From an optimization exercise on the open Yosys and OpenROAD flow, aimed at small area, a short achievable clock period and few clock cycles; shortcuts taken in it are not production practice. Where RTL was checked, it was by simulation tests only, not by an equivalence proof against the original.

==> sierra <==
==> flow/design.v <==
module bq_encoder (
    input  wire        clk,
    input  wire        rst,           
    input  wire        start,
    output wire        start_ready,
    input  wire [3:0]  cfg_w,         
    input  wire [3:0]  cfg_h,         
    input  wire [3:0]  cfg_d,         
    input  wire [3:0]  cfg_c,         
    input  wire        pix_valid,
    output wire        pix_ready,
    input  wire [23:0] pix_data,
    output reg         res_valid,
    output reg  [7:0]  res_data,
    output reg         done,
    output reg  [7:0]  base_y,
    output reg  [7:0]  max_delta,
    output reg  [3:0]  rbn,
    output reg  [2:0]  shift,
    output reg  [7:0]  avg_cr,
    output reg  [7:0]  avg_cb,
    output reg  [6:0]  csize
);
    localparam Q = 3;           
    reg        rs;
    reg        in_active;       
    reg        start_ready_r, pix_ready_r;
    reg  [2:0] wm1, hm1;        
    reg  [2:0] col, row;        
    reg  [3:0] d_in, c_in;      
    reg  [3:0] d_blk, c_blk;    
    assign start_ready = start_ready_r;
    assign pix_ready   = pix_ready_r;
    wire st_acc   = start & start_ready_r;
    wire px_acc   = pix_valid & pix_ready_r;
    wire is_first = (col == 3'd0) & (row == 3'd0);
    wire is_last  = (col == wm1) & (row == hm1);
    reg [23:0] p0;  reg v0, f0, l0;
    reg [7:0]  y1;  reg [8:0] tr1, tb1;  reg v1, f1, l1;
    reg        cons;            
    reg  [6:0]  cnt;
    reg  [7:0]  min_y, max_y;
    reg  [13:0] sum_cr, sum_cb;
    reg  [7:0]  ybuf [0:63];
    reg  [5:0]  wptr, rptr;
    reg  [6:0]  occ;            
    reg  [6:0]  rdy;            
    reg  [16:0] dq [0:Q-1];
    reg  [1:0]  dq_wp, dq_rp;
    reg  [2:0]  dq_n;
    reg  [6:0]  div_n;
    reg  [3:0]  div_cnt;
    reg  [5:0]  rem_cr, rem_cb;
    wire rd_en = (rdy != 7'd0);
    wire [2:0] col_inc = (col == wm1) ? 3'd0 : col + 3'd1;
    wire [2:0] row_inc = (col == wm1) ? row + 3'd1 : row;
    wire       last_after_acc = (col_inc == wm1) & (row_inc == hm1);
    wire       last_after_st  = (cfg_w == 4'd1) & (cfg_h == 4'd1);
    wire [6:0] rdy_n   = rdy - {6'd0, rd_en} + (cons ? cnt : 7'd0);
    wire [6:0] occ_n0  = occ - {6'd0, rd_en};
    wire [6:0] occ_n1  = occ_n0 + 7'd1;
    wire       cons_n  = v1 & l1;
    wire       s1l_n   = v0 & l0;
    wire       n2_n    = (cnt != 7'd0);         
    wire       e0 = (rdy_n >= 7'd1);
    wire       e1 = (rdy_n >= 7'd2) | cons_n;
    wire       e2 = (rdy_n >= 7'd3) | s1l_n | (cons_n & n2_n);
    wire [1:0] g  = {1'b0, e0} + {1'b0, e1} + {1'b0, e2};
    wire [6:0] lim = 7'd63 + {5'd0, g};
    wire       occ_ok0 = (occ_n0 <= lim);
    wire       occ_ok1 = (occ_n1 <= lim);
    wire       last_ok = ~(v0 & l0) & ~(v1 & l1) & ~cons &
                         (div_cnt <= 4'd4) & (dq_n < Q);
    wire pr_st = occ_ok0 & (~last_after_st | last_ok);
    wire pr_px = ~is_last & occ_ok1 & (~last_after_acc | last_ok);
    wire pr_no = in_active & occ_ok0 & (~is_last | last_ok);
    always @(posedge clk) begin
        rs            <= rst;
        start_ready_r <= ~rst & (rs | (st_acc ? 1'b0 : (px_acc & is_last) ? 1'b1 : start_ready_r));
        pix_ready_r   <= ~rst & ~rs & (st_acc ? pr_st : px_acc ? pr_px : pr_no);
        if (rs)
            in_active <= 1'b0;
        else if (st_acc)
            in_active <= 1'b1;
        else if (px_acc & is_last)
            in_active <= 1'b0;
        if (start_ready_r) begin
            wm1  <= cfg_w[2:0] - 3'd1;
            hm1  <= cfg_h[2:0] - 3'd1;
            col  <= 3'd0;
            row  <= 3'd0;
            d_in <= cfg_d;
            c_in <= cfg_c;
        end else if (px_acc) begin
            col <= col_inc;
            row <= row_inc;
        end
        if (pix_ready_r & is_last) begin
            d_blk <= d_in;
            c_blk <= c_in;
        end
    end
    wire [25:0] pr = p0[23:16], pg = p0[15:8], pb = p0[7:0];
    wire [25:0] y_acc = (pr<<16)+(pr<<13)+(pr<<12)+(pr<<9)+(pr<<5)+(pr<<3)+(pr<<2)+pr
                      + (pg<<17)+(pg<<14)+(pg<<12)+(pg<<11)+(pg<<8)+(pg<<4)+(pg<<2)+(pg<<1)
                      + (pb<<14)+(pb<<13)+(pb<<12)+(pb<<10)+(pb<<7)+(pb<<5)+(pb<<4)+(pb<<3)+(pb<<2)
                      + 26'd256;
    wire [7:0]  y0 = y_acc[25:18];
    always @(posedge clk) begin
        p0  <= pix_data;
        f0  <= is_first;
        l0  <= is_last;
        y1  <= y0;
        tr1 <= {1'b0, p0[23:16]} + {1'b0, ~y0} + 9'd1;
        tb1 <= {1'b0, p0[7:0]}   + {1'b0, ~y0} + 9'd1;
        f1  <= f0;
        l1  <= l0;
        v0  <= px_acc & ~rs;
        if (rs) begin
            v1   <= 1'b0;
            cons <= 1'b0;
        end else begin
            v1   <= v0;
            cons <= v1 & l1;
        end
    end
    wire [21:0] TR = {13'd0, tr1}, TB = {13'd0, tb1};
    wire [21:0] cr_num = (TR<<12)+(TR<<10)+(TR<<9)+(TR<<7)+(TR<<6)+(TR<<4)+TR + 22'd3747584;
    wire [21:0] cb_num = (TB<<12)+(TB<<9)+(TB<<3)+(TB<<2)+TB + 22'd4059904;
    wire [7:0]  cr = cr_num[20:13];
    wire [7:0]  cb = cb_num[20:13];
    always @(posedge clk) begin
        if (v1) begin
            ybuf[wptr] <= y1;
            if (f1 | (y1 < min_y)) min_y <= y1;
            if (f1 | (y1 > max_y)) max_y <= y1;
            sum_cr <= (f1 ? 14'd0 : sum_cr) + {6'd0, cr};
            sum_cb <= (f1 ? 14'd0 : sum_cb) + {6'd0, cb};
        end
        if (rs | cons)
            cnt <= 7'd0;
        else if (v1)
            cnt <= cnt + 7'd1;
    end
    wire [7:0] delta = max_y - min_y;
    reg  [3:0] rbn_c;
    integer k;
    always @(*) begin
        rbn_c = 4'd0;
        for (k = 0; k < 8; k = k + 1)
            if (delta > (8'd1 << k))
                rbn_c = k[3:0] + 4'd1;
    end
    wire [3:0] shift_c = (rbn_c > d_blk) ? (rbn_c - d_blk) : 4'd0;
    wire [9:0] nd      = cnt * d_blk;
    wire [6:0] csize_c = (delta != 8'd0) ? (7'd4 + nd[9:3] + {6'd0, (nd[2:0] != 3'd0)}) : 7'd4;
    wire [7:0] keep    = ~(8'hff >> c_blk);       
    wire [6:0] rem2_cr = {rem_cr, avg_cr[7]};
    wire [6:0] rem2_cb = {rem_cb, avg_cb[7]};
    wire       ge_cr   = (rem2_cr >= div_n);
    wire       ge_cb   = (rem2_cb >= div_n);
    wire [6:0] sub_cr  = rem2_cr - div_n;
    wire [6:0] sub_cb  = rem2_cb - div_n;
    always @(posedge clk) begin
        if (cons) begin
            base_y    <= min_y;
            max_delta <= delta;
            rbn       <= rbn_c;
            shift     <= shift_c[2:0];
            csize     <= csize_c;
            div_n     <= cnt;
            rem_cr    <= sum_cr[13:8];
            rem_cb    <= sum_cb[13:8];
            avg_cr    <= sum_cr[7:0] & keep;
            avg_cb    <= sum_cb[7:0] & keep;
        end else if (div_cnt != 4'd0) begin
            rem_cr <= ge_cr ? sub_cr[5:0] : rem2_cr[5:0];
            rem_cb <= ge_cb ? sub_cb[5:0] : rem2_cb[5:0];
            avg_cr <= {avg_cr[6:0], ge_cr};
            avg_cb <= {avg_cb[6:0], ge_cb};
        end
        done <= ~rst & ~rs & (div_cnt == 4'd1);
        if (rs)
            div_cnt <= 4'd0;
        else if (cons)
            div_cnt <= c_blk;
        else if (div_cnt != 4'd0)
            div_cnt <= div_cnt - 4'd1;
    end
    wire [16:0] head     = dq[dq_rp];
    wire [7:0]  rd_y     = ybuf[rptr];
    wire [7:0]  rd_d     = rd_y - head[16:9];
    wire        blk_end  = (rptr == head[5:0]);
    wire        dq_pop   = rd_en & blk_end;
    always @(posedge clk) begin
        res_data  <= rd_d >> head[8:6];
        res_valid <= ~rst & ~rs & rd_en;
        if (cons)
            dq[dq_wp] <= {min_y, shift_c[2:0], wptr - 6'd1};
        if (rs) begin
            wptr  <= 6'd0;
            rptr  <= 6'd0;
            occ   <= 7'd0;
            rdy   <= 7'd0;
            dq_wp <= 2'd0;
            dq_rp <= 2'd0;
            dq_n  <= 3'd0;
        end else begin
            if (v1) wptr <= wptr + 6'd1;
            if (rd_en) rptr <= rptr + 6'd1;
            occ <= px_acc ? occ_n1 : occ_n0;
            rdy <= rdy_n;
            if (cons) dq_wp <= (dq_wp == Q - 1) ? 2'd0 : dq_wp + 2'd1;
            if (dq_pop) dq_rp <= (dq_rp == Q - 1) ? 2'd0 : dq_rp + 2'd1;
            dq_n <= dq_n + {2'd0, cons} - {2'd0, dq_pop};
        end
    end
endmodule
==> flow/flow/run.sh <==
#!/bin/bash
# The standard layout, with stronger port buffers than buffer_ports picks by
# default (it picks a slow delay cell when timing has slack to spare).
set -euo pipefail
export BUFFER_PORTS_ARGS="-buffer_cell sky130_fd_sc_hd__buf_4"
export SETUP_SLACK_MARGIN=25.4
bash standard.sh > standard.log 2>&1
==> flow/standard.sh <==
#!/bin/bash
# synth_recipe.tcl (not shown) runs the flow's synth.tcl, then flattens the netlist and writes it again
# the make line also repeats each setting of config.mk as NAME=value (left out here)
make -C /OpenROAD-flow-scripts/flow DESIGN_CONFIG=/design/flow/config.mk WORK_HOME=/design/flow/orfs CLKGATE_MAP_FILE= SYNTH_SCRIPT=/design/flow/synth_recipe.tcl "${@:-finish}"
==> flow/config.mk <==
export PLATFORM = sky130hd
export DESIGN_NAME = bq_encoder
export DESIGN_NICKNAME = bq_encoder
export VERILOG_FILES = /design/flow/design.v
export SDC_FILE = /design/flow/constraint.sdc
export NUM_CORES = 4
export LEC_CHECK = 0
export CAP_MARGIN = 20
export CORE_MARGIN = 2
export CORE_UTILIZATION = 40
export CTS_CLUSTER_DIAMETER = 80
export CTS_CLUSTER_SIZE = 25
export SLEW_MARGIN = 20
==> flow/constraint.sdc <==
create_clock -name core_clock -period 33.0 [get_ports {clk}]
set_input_delay 6.6000 -clock core_clock [delete_from_list [all_inputs] [get_ports {clk}]]
set_output_delay 6.6000 -clock core_clock [all_outputs]
set_load 0.01 [all_outputs]
==> cedar (differences from sierra) <==
--- a/flow/design.v
+++ b/flow/design.v
@@ -23,5 +23,4 @@
 );
     localparam Q = 3;           
-    reg        rs;
     reg        in_active;       
     reg        start_ready_r, pix_ready_r;
@@ -37,5 +36,5 @@
     wire is_last  = (col == wm1) & (row == hm1);
     reg [23:0] p0;  reg v0, f0, l0;
-    reg [7:0]  y1;  reg [8:0] tr1, tb1;  reg v1, f1, l1;
+    reg [7:0]  y1, r1, b1;  reg v1, f1, l1;
     reg        cons;            
     reg  [6:0]  cnt;
@@ -52,4 +51,5 @@
     reg  [3:0]  div_cnt;
     reg  [5:0]  rem_cr, rem_cb;
+    reg  [7:0]  dlo_cr, dlo_cb;
     wire rd_en = (rdy != 7'd0);
     wire [2:0] col_inc = (col == wm1) ? 3'd0 : col + 3'd1;
@@ -57,7 +57,8 @@
     wire       last_after_acc = (col_inc == wm1) & (row_inc == hm1);
     wire       last_after_st  = (cfg_w == 4'd1) & (cfg_h == 4'd1);
+    wire in_active_n = st_acc ? 1'b1 : (px_acc & is_last) ? 1'b0 : in_active;
+    wire is_last_n   = st_acc ? last_after_st : px_acc ? last_after_acc : is_last;
     wire [6:0] rdy_n   = rdy - {6'd0, rd_en} + (cons ? cnt : 7'd0);
     wire [6:0] occ_n0  = occ - {6'd0, rd_en};
-    wire [6:0] occ_n1  = occ_n0 + 7'd1;
     wire       cons_n  = v1 & l1;
     wire       s1l_n   = v0 & l0;
@@ -68,22 +69,18 @@
     wire [1:0] g  = {1'b0, e0} + {1'b0, e1} + {1'b0, e2};
     wire [6:0] lim = 7'd63 + {5'd0, g};
-    wire       occ_ok0 = (occ_n0 <= lim);
-    wire       occ_ok1 = (occ_n1 <= lim);
+    wire       occ_ok = px_acc ? (occ_n0 + 7'd1 <= lim) : (occ_n0 <= lim);
     wire       last_ok = ~(v0 & l0) & ~(v1 & l1) & ~cons &
                          (div_cnt <= 4'd4) & (dq_n < Q);
-    wire pr_st = occ_ok0 & (~last_after_st | last_ok);
-    wire pr_px = ~is_last & occ_ok1 & (~last_after_acc | last_ok);
-    wire pr_no = in_active & occ_ok0 & (~is_last | last_ok);
-    always @(posedge clk) begin
-        rs            <= rst;
-        start_ready_r <= ~rst & (rs | (st_acc ? 1'b0 : (px_acc & is_last) ? 1'b1 : start_ready_r));
-        pix_ready_r   <= ~rst & ~rs & (st_acc ? pr_st : px_acc ? pr_px : pr_no);
-        if (rs)
-            in_active <= 1'b0;
-        else if (st_acc)
-            in_active <= 1'b1;
-        else if (px_acc & is_last)
-            in_active <= 1'b0;
-        if (start_ready_r) begin
+    always @(posedge clk) begin
+        if (rst) begin
+            in_active     <= 1'b0;
+            start_ready_r <= 1'b1;
+            pix_ready_r   <= 1'b0;
+        end else begin
+            in_active     <= in_active_n;
+            start_ready_r <= ~in_active_n;
+            pix_ready_r   <= in_active_n & occ_ok & (~is_last_n | last_ok);
+        end
+        if (st_acc) begin
             wm1  <= cfg_w[2:0] - 3'd1;
             hm1  <= cfg_h[2:0] - 3'd1;
@@ -96,5 +93,5 @@
             row <= row_inc;
         end
-        if (pix_ready_r & is_last) begin
+        if (px_acc & is_last) begin
             d_blk <= d_in;
             c_blk <= c_in;
@@ -106,24 +103,26 @@
                       + (pb<<14)+(pb<<13)+(pb<<12)+(pb<<10)+(pb<<7)+(pb<<5)+(pb<<4)+(pb<<3)+(pb<<2)
                       + 26'd256;
-    wire [7:0]  y0 = y_acc[25:18];
-    always @(posedge clk) begin
-        p0  <= pix_data;
-        f0  <= is_first;
-        l0  <= is_last;
-        y1  <= y0;
-        tr1 <= {1'b0, p0[23:16]} + {1'b0, ~y0} + 9'd1;
-        tb1 <= {1'b0, p0[7:0]}   + {1'b0, ~y0} + 9'd1;
-        f1  <= f0;
-        l1  <= l0;
-        v0  <= px_acc & ~rs;
-        if (rs) begin
+    always @(posedge clk) begin
+        p0 <= pix_data;
+        f0 <= is_first;
+        l0 <= is_last;
+        y1 <= y_acc[25:18];
+        r1 <= p0[23:16];
+        b1 <= p0[7:0];
+        f1 <= f0;
+        l1 <= l0;
+        if (rst) begin
+            v0   <= 1'b0;
             v1   <= 1'b0;
             cons <= 1'b0;
         end else begin
+            v0   <= px_acc;
             v1   <= v0;
             cons <= v1 & l1;
         end
     end
-    wire [21:0] TR = {13'd0, tr1}, TB = {13'd0, tb1};
+    wire [8:0]  tr = {1'b0, r1} + {1'b0, ~y1} + 9'd1;
+    wire [8:0]  tb = {1'b0, b1} + {1'b0, ~y1} + 9'd1;
+    wire [21:0] TR = {13'd0, tr}, TB = {13'd0, tb};
     wire [21:0] cr_num = (TR<<12)+(TR<<10)+(TR<<9)+(TR<<7)+(TR<<6)+(TR<<4)+TR + 22'd3747584;
     wire [21:0] cb_num = (TB<<12)+(TB<<9)+(TB<<3)+(TB<<2)+TB + 22'd4059904;
@@ -138,5 +137,5 @@
             sum_cb <= (f1 ? 14'd0 : sum_cb) + {6'd0, cb};
         end
-        if (rs | cons)
+        if (rst | cons)
             cnt <= 7'd0;
         else if (v1)
@@ -155,7 +154,6 @@
     wire [9:0] nd      = cnt * d_blk;
     wire [6:0] csize_c = (delta != 8'd0) ? (7'd4 + nd[9:3] + {6'd0, (nd[2:0] != 3'd0)}) : 7'd4;
-    wire [7:0] keep    = ~(8'hff >> c_blk);       
-    wire [6:0] rem2_cr = {rem_cr, avg_cr[7]};
-    wire [6:0] rem2_cb = {rem_cb, avg_cb[7]};
+    wire [6:0] rem2_cr = {rem_cr, dlo_cr[7]};
+    wire [6:0] rem2_cb = {rem_cb, dlo_cb[7]};
     wire       ge_cr   = (rem2_cr >= div_n);
     wire       ge_cb   = (rem2_cb >= div_n);
@@ -172,19 +170,26 @@
             rem_cr    <= sum_cr[13:8];
             rem_cb    <= sum_cb[13:8];
-            avg_cr    <= sum_cr[7:0] & keep;
-            avg_cb    <= sum_cb[7:0] & keep;
+            dlo_cr    <= sum_cr[7:0];
+            dlo_cb    <= sum_cb[7:0];
+            avg_cr    <= 8'd0;
+            avg_cb    <= 8'd0;
         end else if (div_cnt != 4'd0) begin
             rem_cr <= ge_cr ? sub_cr[5:0] : rem2_cr[5:0];
             rem_cb <= ge_cb ? sub_cb[5:0] : rem2_cb[5:0];
+            dlo_cr <= {dlo_cr[6:0], 1'b0};
+            dlo_cb <= {dlo_cb[6:0], 1'b0};
             avg_cr <= {avg_cr[6:0], ge_cr};
             avg_cb <= {avg_cb[6:0], ge_cb};
         end
-        done <= ~rst & ~rs & (div_cnt == 4'd1);
-        if (rs)
+        if (rst) begin
             div_cnt <= 4'd0;
-        else if (cons)
-            div_cnt <= c_blk;
-        else if (div_cnt != 4'd0)
-            div_cnt <= div_cnt - 4'd1;
+            done    <= 1'b0;
+        end else begin
+            done <= (div_cnt == 4'd1);
+            if (cons)
+                div_cnt <= c_blk;
+            else if (div_cnt != 4'd0)
+                div_cnt <= div_cnt - 4'd1;
+        end
     end
     wire [16:0] head     = dq[dq_rp];
@@ -194,20 +199,21 @@
     wire        dq_pop   = rd_en & blk_end;
     always @(posedge clk) begin
-        res_data  <= rd_d >> head[8:6];
-        res_valid <= ~rst & ~rs & rd_en;
+        res_data <= rd_d >> head[8:6];
         if (cons)
             dq[dq_wp] <= {min_y, shift_c[2:0], wptr - 6'd1};
-        if (rs) begin
-            wptr  <= 6'd0;
-            rptr  <= 6'd0;
-            occ   <= 7'd0;
-            rdy   <= 7'd0;
-            dq_wp <= 2'd0;
-            dq_rp <= 2'd0;
-            dq_n  <= 3'd0;
-        end else begin
+        if (rst) begin
+            res_valid <= 1'b0;
+            wptr      <= 6'd0;
+            rptr      <= 6'd0;
+            occ       <= 7'd0;
+            rdy       <= 7'd0;
+            dq_wp     <= 2'd0;
+            dq_rp     <= 2'd0;
+            dq_n      <= 3'd0;
+        end else begin
+            res_valid <= rd_en;
             if (v1) wptr <= wptr + 6'd1;
             if (rd_en) rptr <= rptr + 6'd1;
-            occ <= px_acc ? occ_n1 : occ_n0;
+            occ <= occ + {6'd0, px_acc} - {6'd0, rd_en};
             rdy <= rdy_n;
             if (cons) dq_wp <= (dq_wp == Q - 1) ? 2'd0 : dq_wp + 2'd1;
==> flow/run.sh (new file) <==
#!/bin/bash
# synth_recipe.tcl (not shown) runs the flow's synth.tcl, then flattens the netlist and writes it again
# the make line also repeats each setting of config.mk as NAME=value (left out here)
make -C /OpenROAD-flow-scripts/flow DESIGN_CONFIG=/design/flow/config.mk WORK_HOME=/design/flow/orfs CLKGATE_MAP_FILE= SYNTH_SCRIPT=/design/flow/synth_recipe.tcl finish
CTS_CLUSTER_DIAMETER = default   (was 80)
CTS_CLUSTER_SIZE = default   (was 25)
removed: flow/flow/run.sh
removed: flow/standard.sh
==> juniper (differences from sierra) <==
--- a/flow/design.v
+++ b/flow/design.v
@@ -85,5 +85,5 @@
         else if (px_acc & is_last)
             in_active <= 1'b0;
-        if (start_ready_r) begin
+        if (~in_active) begin
             wm1  <= cfg_w[2:0] - 3'd1;
             hm1  <= cfg_h[2:0] - 3'd1;
@@ -135,7 +135,7 @@
             if (f1 | (y1 < min_y)) min_y <= y1;
             if (f1 | (y1 > max_y)) max_y <= y1;
-            sum_cr <= (f1 ? 14'd0 : sum_cr) + {6'd0, cr};
-            sum_cb <= (f1 ? 14'd0 : sum_cb) + {6'd0, cb};
-        end
+        end
+        sum_cr <= ((v1 & f1) ? 14'd0 : sum_cr) + {6'd0, cr & {8{v1}}};
+        sum_cb <= ((v1 & f1) ? 14'd0 : sum_cb) + {6'd0, cb & {8{v1}}};
         if (rs | cons)
             cnt <= 7'd0;
@@ -189,5 +189,11 @@
     end
     wire [16:0] head     = dq[dq_rp];
-    wire [7:0]  rd_y     = ybuf[rptr];
+    reg  [7:0]  rd_y;
+    integer ri;
+    always @(*) begin
+        rd_y = 8'd0;
+        for (ri = 0; ri < 64; ri = ri + 1)
+            rd_y = rd_y | (ybuf[ri] & {8{rptr == ri[5:0]}});
+    end
     wire [7:0]  rd_d     = rd_y - head[16:9];
     wire        blk_end  = (rptr == head[5:0]);
--- a/flow/flow/run.sh
+++ b/flow/flow/run.sh
@@ -4,4 +4,3 @@
 set -euo pipefail
 export BUFFER_PORTS_ARGS="-buffer_cell sky130_fd_sc_hd__buf_4"
-export SETUP_SLACK_MARGIN=25.4
 bash standard.sh > standard.log 2>&1
CORE_UTILIZATION = 60   (was 40)
CTS_CLUSTER_DIAMETER = 60   (was 80)
PLACE_DENSITY = 0.72   (was default)
==> summary of the runs <==
- Between juniper and cedar, the lower final cell count is in juniper (gap 6.1%, measured against cedar).
- The highest global-route usage belongs to juniper, the lowest to sierra.
- Of juniper and sierra, juniper has the higher first-iteration DRC count (gap about 120%, measured against sierra).
- The highest clock-buffer cell count belongs to cedar, the lowest to juniper.
- Between sierra and juniper, the lower die area is in juniper (gap about 50%, measured against juniper).
- The lowest non-clock buffer count belongs to cedar, the highest to juniper.
==> figures <==
quantity                                                              juniper                             cedar                     sierra
Run status                                   no timing/DRC/antenna violations  no timing/DRC/antenna violations  no timing/DRC/antenna violations
Met2 track demand over resource                                         52.9%                             27.9%                      27.0%
Yosys top cell area share                                               48.0%                             48.1%                      48.8%
Cell with the largest stage delay on the worst path  sky130_fd_sc_hd__dfxtp_1  sky130_fd_sc_hd__clkdlybuf4s50_1  sky130_fd_sc_hd__edfxtp_1
Startpoint class of the critical path                                    flop                         input pin                       flop
Setup slack at placement                                             25.14 ns                          23.98 ns                   25.21 ns
Area of the core                                                   68700 um^2                       107000 um^2                106000 um^2
Compound-Gate Fraction of Synth Area                                    9.91%                             4.91%                      4.80%
Mapped Avg Cell Area                                                13.0 um^2                         14.3 um^2                  14.5 um^2
Number of signal-net inverters in the final layout                        355                               307                        371
Critical Path Source                                              pix_ready_r                         pix_valid                  avg_cb[0]
Mapped Area                                                        41700 um^2                        43400 um^2                 42700 um^2
Portion of the layout cell area used by clock cells                     4.20%                             5.89%                      3.38%
Testbench counts of cedar, summed over its fixed seeds: cycles 10,665.
Testbench counts of juniper, summed over its fixed seeds: cycles 10,665.
The RTL of sierra was laid out without a check of its function.

## separate check: timing with driven ports
In the flow no input, the clock included, has a driving cell. The finished layouts below were timed again as built, in two steps.
Step 1, drivers: a clkbuf_16 drives clk and a buf_2 each remaining input, both assumed.
Step 2 adds t to the input delays and takes it off the output delays; t is the mean of the earliest and latest rising clock arrival at the registers after step 1. Input paths then give back, and output paths get back, about the clock's delay inside the block.
a / b / c = ideal / step 1 / step 2; a / b = the first two.
run	t (ns)	slack for setup (ns)	hold WS [ns]	worst slew at a driven data input, ns	cell pins on the clock port's net
sierra	0.710	25.122 / 25.053 / 25.290	0.336 / 0.336 / 0.336	0.05	1
cedar	0.698	24.637 / 24.665 / 23.967	0.330 / 0.330 / 0.330	0.04	1
juniper	0.706	25.133 / 25.070 / 25.093	0.338 / 0.338 / 0.338	0.06	1
After both steps setup and hold are still met in every run listed. For cedar, which loses most, drivers alone change the setup slack by +0.028 ns; drivers and shift together by -0.670 ns.
